Source: an optimization exercise on an open RTL-to-GDS flow (aim: small area). Production flows keep margins and buffers that such runs may drop.
Function was checked by simulation only, so behaviour that the tests miss may differ from the original.
The clock port is modelled as an ideal driver, which makes a skipped or thinned clock tree look cheaper than it is; a real chip needs a root buffer or a tree.
Power figures rest on the tool's default switching activity, not on a simulated workload.

== run A ==
## twi_engine
module twi_engine (
    input  wire       clk,
    input  wire       rst,
    input  wire       cmd_valid,
    input  wire [7:0] cmd_data,
    output wire       cmd_ready,
    output wire       rsp_valid,
    output reg  [7:0] rsp_data,
    input  wire       rsp_ready,
    output reg        scl_oe,
    output reg        sda_oe,
    input  wire       sda_i
);
Size in the first run: ~660 cells after synthesis, roughly 25 I/O pins, ~0.0047 mm^2 of cells after synthesis.
Settings: LEC_CHECK=0, ABC_AREA=1, CAP_MARGIN=0, CORE_MARGIN=2, CORE_UTILIZATION=60, PLACE_DENSITY=0.8, SLEW_MARGIN=0; clock period 10.0 ns.
standard.sh (not shown) runs the stock make flow with config.mk's settings and CLKGATE_MAP_FILE= SYNTH_SCRIPT=/design/flow/synth_recipe.tcl, a recipe that flattens the netlist after the stock synthesis.
==> flow/flow/run.sh <==
#!/bin/bash
# The standard layout with these changes to how it is made:
#  * the port buffers are the smallest buffer cell.
#  * the clock tree is one level of four buffers (flow/cts_tree.tcl).
set -e
here=$(pwd)
rm -rf "$here/scripts"
cp -r "$FLOW_HOME/scripts" "$here/scripts"
cp "$here/flow/abc_area.script" "$here/scripts/abc_area.script"
export SCRIPTS_DIR="$here/scripts"
export BUFFER_PORTS_ARGS="-buffer_cell sky130_fd_sc_hd__buf_1"
export PRE_CTS_TCL="$here/flow/cts_tree.tcl"
bash standard.sh ADDER_MAP_FILE= finish > standard.log 2>&1
==> flow/flow/abc_area.script <==
strash
balance
rewrite
refactor
balance
rewrite -z
refactor -z
rewrite -z
balance
dch -f
map -a
strash
dch -f
map -a
==> flow/flow/cts_tree.tcl <==
proc clock_tree_synthesis { args } {
  set master_name sky130_fd_sc_hd__buf_12
  set nx 2
  set ny 2
  set db [ord::get_db]
  set block [ord::get_db_block]
  set clknet [$block findNet clk]
  set master [$db findMaster $master_name]
  set sinks {}
  foreach iterm [$clknet getITerms] {
    set bb [[$iterm getInst] getBBox]
    set x [expr {([$bb xMin] + [$bb xMax]) / 2}]
    set y [expr {([$bb yMin] + [$bb yMax]) / 2}]
    lappend sinks [list $iterm $x $y]
  }
  set sorted [lsort -integer -index 1 $sinks]
  set n [llength $sorted]
  set groups {}
  for {set i 0} {$i < $nx} {incr i} {
    set col [lrange $sorted [expr {$i * $n / $nx}] [expr {($i + 1) * $n / $nx - 1}]]
    set col [lsort -integer -index 2 $col]
    set m [llength $col]
    for {set j 0} {$j < $ny} {incr j} {
      lappend groups [lrange $col [expr {$j * $m / $ny}] [expr {($j + 1) * $m / $ny - 1}]]
    }
  }
  set k 0
  foreach g $groups {
    set inst [odb::dbInst_create $block $master clkbuf_leaf_$k]
    set net [odb::dbNet_create $block clknet_leaf_$k]
    $net setSigType CLOCK
    set sx 0
    set sy 0
    foreach s $g {
      set it [lindex $s 0]
      $it disconnect
      $it connect $net
      set sx [expr {$sx + [lindex $s 1]}]
      set sy [expr {$sy + [lindex $s 2]}]
    }
    [$inst findITerm A] connect $clknet
    [$inst findITerm X] connect $net
    $inst setLocation [expr {$sx / [llength $g]}] [expr {$sy / [llength $g]}]
    $inst setPlacementStatus PLACED
    puts "clock buffer $k ($master_name): [llength $g] registers"
    incr k
  }
  $clknet setSigType CLOCK
  set_propagated_clock [all_clocks]
}
Run A completed every stage of the flow, and the final layout passed the timing, DRC and antenna checks.
Input changes introduced in run B (baseline for comparison: run A):
# run A
export LEC_CHECK = 0
export ABC_AREA = 1
export CAP_MARGIN = 0
export CORE_MARGIN = 2
export CORE_UTILIZATION = 60
export PLACE_DENSITY = 0.8
export SLEW_MARGIN = 0
create_clock -name core_clock -period 10.0 [get_ports {clk}]
# run B
export LEC_CHECK = 0
export ABC_AREA = 1
export CAP_MARGIN = 0
export CORE_MARGIN = 2
export CORE_UTILIZATION = 40
export GPL_ROUTABILITY_DRIVEN = 0
export GPL_TIMING_DRIVEN = 0
export PLACE_DENSITY = 0.6
export SLEW_MARGIN = 0
create_clock -name core_clock -period 10.0 [get_ports {clk}]
## What came out
Summary of the comparison: global-route total usage across every layer is lower in run B, relative to run A. Run B vs run A — setup slack at placement dropped 0.17 ns. Going from run A to run B, the post-detailed-routing wire length was found to have gone up by 440 um. Run B vs run A: cell area after layout up in run B.
Setup changes, run B to run C
# run B
export LEC_CHECK = 0
export ABC_AREA = 1
export CAP_MARGIN = 0
export CORE_MARGIN = 2
export CORE_UTILIZATION = 40
export GPL_ROUTABILITY_DRIVEN = 0
export GPL_TIMING_DRIVEN = 0
export PLACE_DENSITY = 0.6
export SLEW_MARGIN = 0
create_clock -name core_clock -period 10.0 [get_ports {clk}]
# run C
export LEC_CHECK = 0
export ABC_AREA = 1
export CAP_MARGIN = 0
export CORE_MARGIN = 2
export CORE_UTILIZATION = 40
export PLACE_DENSITY = 0.6
export SLEW_MARGIN = 0
create_clock -name core_clock -period 10.0 [get_ports {clk}]
- Run C vs. run B: detailed-route wire length went down, fmax went up.
- Via count went down slightly going from run B to run C.
In every run of this note, the design's own scripts or RTL, not TritonCTS, make the clock network.

---

twi_engine, a different RTL version from the one above (not shown whole).
For scale: roughly 88 flip-flops, about 25 I/O pins.
clock: 10.0 ns
lec_check: 0
abc_area: 1
cap_margin: 20
core_margin: 2
core_utilization: 40
cts_buf_list: sky130_fd_sc_hd__clkbuf_8
place_density: 0.6
slew_margin: 20
==> flow/flow/run.sh <==
#!/bin/bash
set -e
here=$(pwd)
rm -rf "$here/scripts"
cp -r "$FLOW_HOME/scripts" "$here/scripts"
cp "$here/flow/abc_area.script" "$here/scripts/abc_area.script"
export SCRIPTS_DIR="$here/scripts"
export BUFFER_PORTS_ARGS="-buffer_cell sky130_fd_sc_hd__buf_1"
bash standard.sh > standard.log 2>&1
Scripts as last shown in full above: flow/flow/abc_area.script
Then changed:
==> flow/run.sh (new file) <==
#!/bin/bash
# synth_recipe.tcl (not shown) runs the flow's synth.tcl, then flattens the netlist and writes it again
# the make line also repeats each setting of config.mk as NAME=value (left out here)
make -C /OpenROAD-flow-scripts/flow DESIGN_CONFIG=/design/flow/config.mk WORK_HOME=/design/flow/orfs CLKGATE_MAP_FILE= SYNTH_SCRIPT=/design/flow/synth_recipe.tcl finish
removed: flow/flow/run.sh
removed: flow/flow/abc_area.script
removed: flow/standard.sh
=> Total power came out higher by 5.8%; combinational power went up by 17%; global-route usage is about the same; wire length increases by 9.2%.

==> port drivers added, routing unchanged <==
No port has a modelled driver above. Below, the same layouts with a new extraction and two added sets of constraints. Step 1, drivers: a clkbuf_16 drives clk and a buf_2 each remaining input, both assumed. Step 2 moves the port delays by t, midway between the first and last clock arrival at a register: inputs arrive t later, outputs are due t later. That takes back most of the time a late clock gives input paths. Slacks: ideal / step 1 / step 2; pairs: ideal / step 1.
run	shift t [ns]	slack for setup (ns)	slew at the worst register clock pin (ns)
run A	0.208	4.072 / 4.072 / 4.072	0.09 / 0.09
run B	0.213	3.858 / 3.858 / 3.858	0.10 / 0.10
run C	0.215	4.049 / 4.049 / 4.049	0.09 / 0.09
the first run of note 2	0.402	3.359 / 3.359 / 3.359	0.09 / 0.09
the second run of note 2	0.412	3.864 / 3.864 / 3.864	0.09 / 0.09
After both steps setup and hold are still met in every run listed.
